Background: an optimization exercise with open tools, aiming at small area, a short achievable clock period and few clock cycles. Do not read the settings as production practice.
At most, simulation tests tie the RTL to the original design; equivalence was not proved.
Power is estimated from default activity; no workload was simulated.

==> flow/design.v (excerpt) <==
module ota_core (
    input  wire        clk,
    input  wire        rst,
    input  wire        cmd_valid,
    output reg         cmd_ready,
    input  wire [2:0]  cmd_op,
    input  wire [31:0] cmd_arg,
    input  wire        in_valid,
    output reg         in_ready,
    input  wire [7:0]  in_data,
    output reg         rsp_valid,
    output reg  [31:0] rsp_data,
    output reg         out_valid,
    output reg  [7:0]  out_data,
    output reg         dict_we,
    output reg  [10:0] dict_waddr,
    output reg  [7:0]  dict_wdata,
    output reg  [10:0] dict_raddr,
    input  wire [7:0]  dict_rdata
);
clock: 10.0 ns
lec_check: 0
cap_margin: 20
core_margin: 2
core_utilization: 40
slew_margin: 20
standard.sh (not shown) runs the stock make flow with config.mk's settings and CLKGATE_MAP_FILE= SYNTH_SCRIPT=/design/flow/synth_recipe.tcl, a recipe that flattens the netlist after the stock synthesis.
==> flow/flow/run.sh <==
#!/bin/bash
set -euo pipefail
bash standard.sh SETUP_SLACK_MARGIN=7 finish > standard_flow.log 2>&1
Testbench counts at the start, summed over its fixed seeds: cycles 130,440.
Then changed:
- CTS_CLUSTER_DIAMETER: not set -> 50
- CTS_CLUSTER_SIZE: not set -> 25
What happened:
- via count rises by 1.5%
- synthesized area is unchanged
- total power rises by 3.7%
Then changed:
- CTS_CLUSTER_DIAMETER: 50 -> not set
- CTS_CLUSTER_SIZE: 25 -> not set
- TNS_END_PERCENT: not set -> 20
Effect: Total power decreases by 3.3%; sequential share of layout area increases by 0.80 points; combinational power decreases by about 6%; area after synthesis does not change; via count decreases by 0.82%; setup slack loses 0.014 ns.
Then changed:
==> flow/flow/run.sh (replaced) <==
#!/bin/bash
set -euo pipefail
bash standard.sh SETUP_SLACK_MARGIN=6.95 finish > standard_flow.log 2>&1
- GPL_TIMING_DRIVEN: not set -> 1
- TNS_END_PERCENT: 20 -> not set
Effect: Cell count goes down by 0.56%; power goes down by 0.80%; non-clock buffer count goes down by 12; critical path depth does not change; clock skew goes down by 0.0088 ns.

* * *

Setup of red:
ota_core, a different RTL version from the one above (not shown whole).
For scale: ~1,800 cells after synthesis, about 310 flip-flops, roughly 130 I/O pins, about 17,000 um2 of cells after synthesis.
==> flow/config.mk <==
export PLATFORM = sky130hd
export DESIGN_NAME = ota_core
export DESIGN_NICKNAME = ota_core
export VERILOG_FILES = /design/flow/design.v
export SDC_FILE = /design/flow/constraint.sdc
export NUM_CORES = 4
export LEC_CHECK = 0
export CAP_MARGIN = 20
export CORE_MARGIN = 2
export CORE_UTILIZATION = 40
export CTS_CLUSTER_DIAMETER = 100
export CTS_CLUSTER_SIZE = 24
export SLEW_MARGIN = 20
==> flow/constraint.sdc <==
create_clock -name core_clock -period 10.0 [get_ports {clk}]
set_input_delay 2.0000 -clock core_clock [delete_from_list [all_inputs] [get_ports {clk}]]
set_output_delay 2.0000 -clock core_clock [all_outputs]
set_load 0.01 [all_outputs]
==> flow/flow/run.sh <==
#!/bin/bash
set -euo pipefail
bash standard.sh SETUP_SLACK_MARGIN=6.8 BUFFER_PORTS_ARGS=-buffer_cell\ sky130_fd_sc_hd__buf_2 finish > standard_flow.log 2>&1
Testbench counts of red, summed over its fixed seeds: cycles 130,440.
What blue does differently from red at the input level:
- swapping 40 for 45 in CORE_UTILIZATION
- clearing CTS_CLUSTER_SIZE, which used to be 24
- clearing CTS_CLUSTER_DIAMETER, which used to be 100
==> flow/flow/run.sh <==
#!/bin/bash
set -euo pipefail
bash standard.sh SETUP_SLACK_MARGIN=6.95 finish > standard_flow.log 2>&1
==> summary.txt <==
red has a higher switching portion of total power than blue. Taking red as the reference, in blue number of buffer and inverter instances along the worst setup path neither gained nor lost much; routed wire length picked up an extra 5.9%; part of the power in the clock network picked up an extra 11 points; maximum clock frequency picked up an extra about 4.6%; register share of the cell area lost 3.0 points. The count of non-CTS buffers in the layout of blue exceeds that of red by 45%.
Input-level comparison between green and blue:
- setting CTS_CLUSTER_DIAMETER to 100 for the first time
- setting CTS_CLUSTER_SIZE to 24 for the first time
- changing CORE_UTILIZATION from 45 to 40
==> flow/flow/run.sh <==
#!/bin/bash
set -euo pipefail
bash standard.sh SETUP_SLACK_MARGIN=6.7 BUFFER_PORTS_ARGS=-buffer_cell\ sky130_fd_sc_hd__buf_2 finish > standard_flow.log 2>&1
Findings:
green against blue: relative area change from synthesis to final layout fell by 12 points; clock buffer count in the final layout lost 32; via count went down by about 4%; pin slew with the least headroom to its limit grew by 9.6 ps; wire length lost 5.8%.
met2 wire length, blue and green, lower one = green.
Summary of the comparison: switching power as a share of total power is higher in green, relative to blue.
Count of antenna diodes in the layout came out exactly the same in blue and green.
Changes observed in green relative to blue: clock group share of total power fell by 11 points; wire length of the first global-routing pass shrank by about 3.4%; sequential share of layout area climbed 3.0 points.

* * *

ota_core, a different RTL version from the one above (not shown whole).
Size in the first run: roughly 340 flip-flops, ~130 I/O pins, about 18000 um^2 of cells after synthesis.
export LEC_CHECK = 0
export ABC_CLOCK_PERIOD_IN_PS = 3000
export CAP_MARGIN = 20
export CORE_MARGIN = 2
export CORE_UTILIZATION = 40
export SLEW_MARGIN = 20
create_clock -name core_clock -period 10.0 [get_ports {clk}]
==> flow/flow/run.sh <==
#!/bin/bash
set -euo pipefail
bash standard.sh SETUP_SLACK_MARGIN=6.8 finish > standard_flow.log 2>&1
Next try:
==> flow/flow/run.sh (replaced) <==
#!/bin/bash
set -euo pipefail
bash standard.sh SETUP_SLACK_MARGIN=7 finish > standard_flow.log 2>&1
The new run ran to the end with no violations; hold slack is worse by 0.0051 ns; first-iteration DRC count increases by 27%; via count increases by 1.7%; sequential share of layout area decreases by 0.76 points; sequential power stays flat; final area increases by 2.7%; power increases by 1.3%; setup slack is better by 0.065 ns.
No functional check of the RTL was part of any run of this note.

* * *

## 12-26
ota_core, a different RTL version from the one above (not shown whole).
For scale: about 1,800 cells after synthesis, roughly 310 flip-flops, roughly 130 I/O pins, ~16,000 um2 of cells after synthesis.
export LEC_CHECK = 0
export CAP_MARGIN = 20
export CORE_MARGIN = 2
export CORE_UTILIZATION = 40
export SLEW_MARGIN = 20
create_clock -name core_clock -period 10.0 [get_ports {clk}]
==> flow/flow/run.sh <==
#!/bin/bash
set -euo pipefail
bash standard.sh SETUP_SLACK_MARGIN=6.95 finish > standard_flow.log 2>&1
Changes in 09-28 relative to 12-26:
Settings: CORE_UTILIZATION: 40 -> 45.
Notes after the runs:
09-28: flow completed, timing, DRC and antenna clean
Looking at initial core utilization, 09-28 sits 5.6 points higher than 12-26 does.
| buffer count excluding the clock tree in the final layout | lower: 09-28 |
Cmp 09-28 vs 12-26: combinational power share lower in 09-28
Compare 12-26 and 09-28 | core utilization higher: 09-28
| global-route usage | 09-28 vs 12-26 | 3.0 points higher |
[09-28 vs 12-26] power per unit of standard cell area: higher in 09-28
As far as critical-path maximum fanout goes, 09-28 and 12-26 are indistinguishable; the numbers are identical.
No functional check of the RTL was part of any run of this note.

* * *

Another version of the RTL of ota_core (not shown whole).
For scale: roughly 1,900 cells after synthesis, about 17,000 µm² of cells after synthesis.
Settings: LEC_CHECK=0, CAP_MARGIN=20, CORE_MARGIN=2, CORE_UTILIZATION=40, CTS_BUF_LIST=sky130_fd_sc_hd__clkbuf_8, SLEW_MARGIN=20; clock period 10.0 ns.
==> flow/flow/run.sh <==
#!/bin/bash
set -euo pipefail
bash standard.sh SETUP_SLACK_MARGIN=7 finish > standard_flow.log 2>&1
==> next run, changes <==
- CTS_BUF_LIST: sky130_fd_sc_hd__clkbuf_8 -> default
- The new run finished with timing, DRC and antenna clean
- cell area grows by 0.86%
- count of clock-buffer cells in the layout shrinks by 17
- clock power grows by 18%
- via count shrinks by 0.66%
- combinational power hardly moves
- flip-flop and latch count stays the same
- non-clock buffer count grows by 11
- die area stays the same
- first-iteration DRC count grows by 9.9%
- cell count shrinks by 0.94%
Function was not checked in any run of this note: the RTL went through the layout flow alone.

* * *

v30:
ota_core with an RTL version that a note above also has.
Size: ~1800 cells after synthesis.
export LEC_CHECK = 0
export CAP_MARGIN = 20
export CORE_MARGIN = 2
export CORE_UTILIZATION = 45
export CTS_CLUSTER_DIAMETER = 100
export CTS_CLUSTER_SIZE = 24
export SLEW_MARGIN = 20
create_clock -name core_clock -period 10.0 [get_ports {clk}]
Scripts as last shown in full above: flow/flow/run.sh
Testbench counts of v30, summed over its fixed seeds: cycles 130,440.
Here is what was changed in the inputs of v26 compared with v30.
==> flow/flow/run.sh <==
#!/bin/bash
set -euo pipefail
bash standard.sh SETUP_SLACK_MARGIN=6.9 BUFFER_PORTS_ARGS=-buffer_cell\ sky130_fd_sc_hd__buf_2 finish > standard_flow.log 2>&1
--- a/flow/config.mk
+++ b/flow/config.mk
@@ -10 +10 @@
-export CORE_UTILIZATION = 45
+export CORE_UTILIZATION = 40
Findings:
Diff v30..v26 | worst hold path stage count | unchanged. Maximum fanout along the worst path: v26 and v30 compared, lower one is v30. v26 has less setup slack than v30. v26 vs v30 — number of filler instances in the final layout climbed by more than 10%. The iteration count of the initial detailed-routing pass in v26 sits 4 below the value recorded for v30.
The inputs of v7 differ from those of v26 as listed below.
==> flow/flow/run.sh <==
#!/bin/bash
set -euo pipefail
bash standard.sh SETUP_SLACK_MARGIN=6.95 CTS_ARGS=-sink_clustering_enable\ -repair_clock_nets\ -sink_clustering_size\ 24\ -sink_clustering_max_diameter\ 100 finish > standard_flow.log 2>&1
--- a/flow/config.mk
+++ b/flow/config.mk
@@ -10,3 +10 @@
-export CORE_UTILIZATION = 40
-export CTS_CLUSTER_DIAMETER = 100
-export CTS_CLUSTER_SIZE = 24
+export CORE_UTILIZATION = 45
### Flow results
- v7 finished every step from synthesis to the final layout, and the layout passed the timing, DRC and antenna checks.
- v7 reports its launch point of the worst path as cl[12]$_DFF_P_ while v26 reports cl[23]$_DFF_P_.
- Area taken by multi-input logic gates: v26 vs v7 — no meaningful difference
- Sort v26 and v7 by area added between synthesis and finish asc -> top: v26
- As far as multi-input combinational cell count is concerned, v26 and v7 perform about the same.
- Summary of v7 over v26: clock buffer instance count of the final layout shows an increase of 3, final instance area went up by 3.8%, floorplan die area decreased by 11% relative to the old numbers, share of power burned in the clock network comparable, final cycle utilization of the critical path saw a decrease.
Setup changes, v7 to v42
==> flow/flow/run.sh <==
#!/bin/bash
set -euo pipefail
bash standard.sh SETUP_SLACK_MARGIN=6.95 finish > standard_flow.log 2>&1
--- a/flow/config.mk
+++ b/flow/config.mk
@@ -10 +10,4 @@
-export CORE_UTILIZATION = 45
+export CORE_UTILIZATION = 40
+export CTS_CLUSTER_DIAMETER = 100
+export CTS_CLUSTER_SIZE = 24
+export PLACE_DENSITY = 0.7
[summary]
The footprint of the multi-input gates was comparable across v7 and v42. The total wire length after detailed routing of v42 falls short of that of v7 by 2.4%. Each of the runs, namely v7 and v42, reached the end of the flow and came out clean. Of v42 and v7, it is v42 that has the lower global-route usage over all layers. Of v7 and v42, the run reporting the higher worst setup slack was v7. [compare] base=v7 new=v42: cts-stage hold buffer count ~0 delta; length of the first detailed-routing pass in iterations went up; total non-filler cell area in the finished layout shows no meaningful change; final critical-path required period climbed 0.0038 ns.

-- separate check: timing with driven ports --
How much do the figures lean on ideal ports? The routed layouts below were timed once more, with nothing changed but the port constraints. Step 1: set_driving_cell puts a clkbuf_16 on clk and a buf_2 on each other input, an assumption about the parent block. Step 2 moves the port delays by t, midway between the first and last clock arrival at a register: inputs arrive t later, outputs are due t later. That takes back most of the time a late clock gives input paths. Three values: ideal, step 1, step 2; two values: the first two.
| run | t (ns) | setup slack, ns | worst setup path after step 2 |
|---|---|---|---|
| the first run of note 1 | 0.593 | 6.968 / 6.911 / 6.584 | input to register |
| the second run of note 1 | 0.611 | 6.937 / 6.883 / 6.570 | input to register |
| the third run of note 1 | 0.607 | 6.923 / 6.867 / 6.617 | input to register |
| the fourth run of note 1 | 0.571 | 6.970 / 6.917 / 6.584 | input to register |
| red | 0.587 | 6.828 / 6.768 / 6.663 | input to register |
| blue | 0.591 | 6.968 / 6.914 / 6.472 | input to register |
| green | 0.588 | 6.742 / 6.683 / 6.651 | input to register |
| the first run of note 3 | 0.599 | 6.827 / 6.773 / 6.277 | input to register |
| the second run of note 3 | 0.612 | 6.892 / 6.835 / 6.400 | input to register |
| 12-26 | 0.613 | 6.866 / 6.808 / 6.544 | input to register |
| 09-28 | 0.566 | 6.883 / 6.832 / 6.529 | input to register |
| the first run of note 5 | 0.686 | 6.637 / 6.583 / 6.502 | input to register |
| the second run of note 5 | 0.609 | 6.733 / 6.670 / 6.516 | input to register |
| v30 | 0.575 | 6.962 / 6.907 / 6.604 | input to register |
| v26 | 0.578 | 6.914 / 6.857 / 6.530 | input to register |
| v7 | 0.574 | 6.959 / 6.903 / 6.483 | input to register |
| v42 | 0.567 | 6.955 / 6.900 / 6.485 | input to register |
After both steps setup and hold are still met in every run listed. The setup slack of the first run of note 3, which loses most, moves by -0.054 ns with the drivers and by -0.550 ns with both steps.
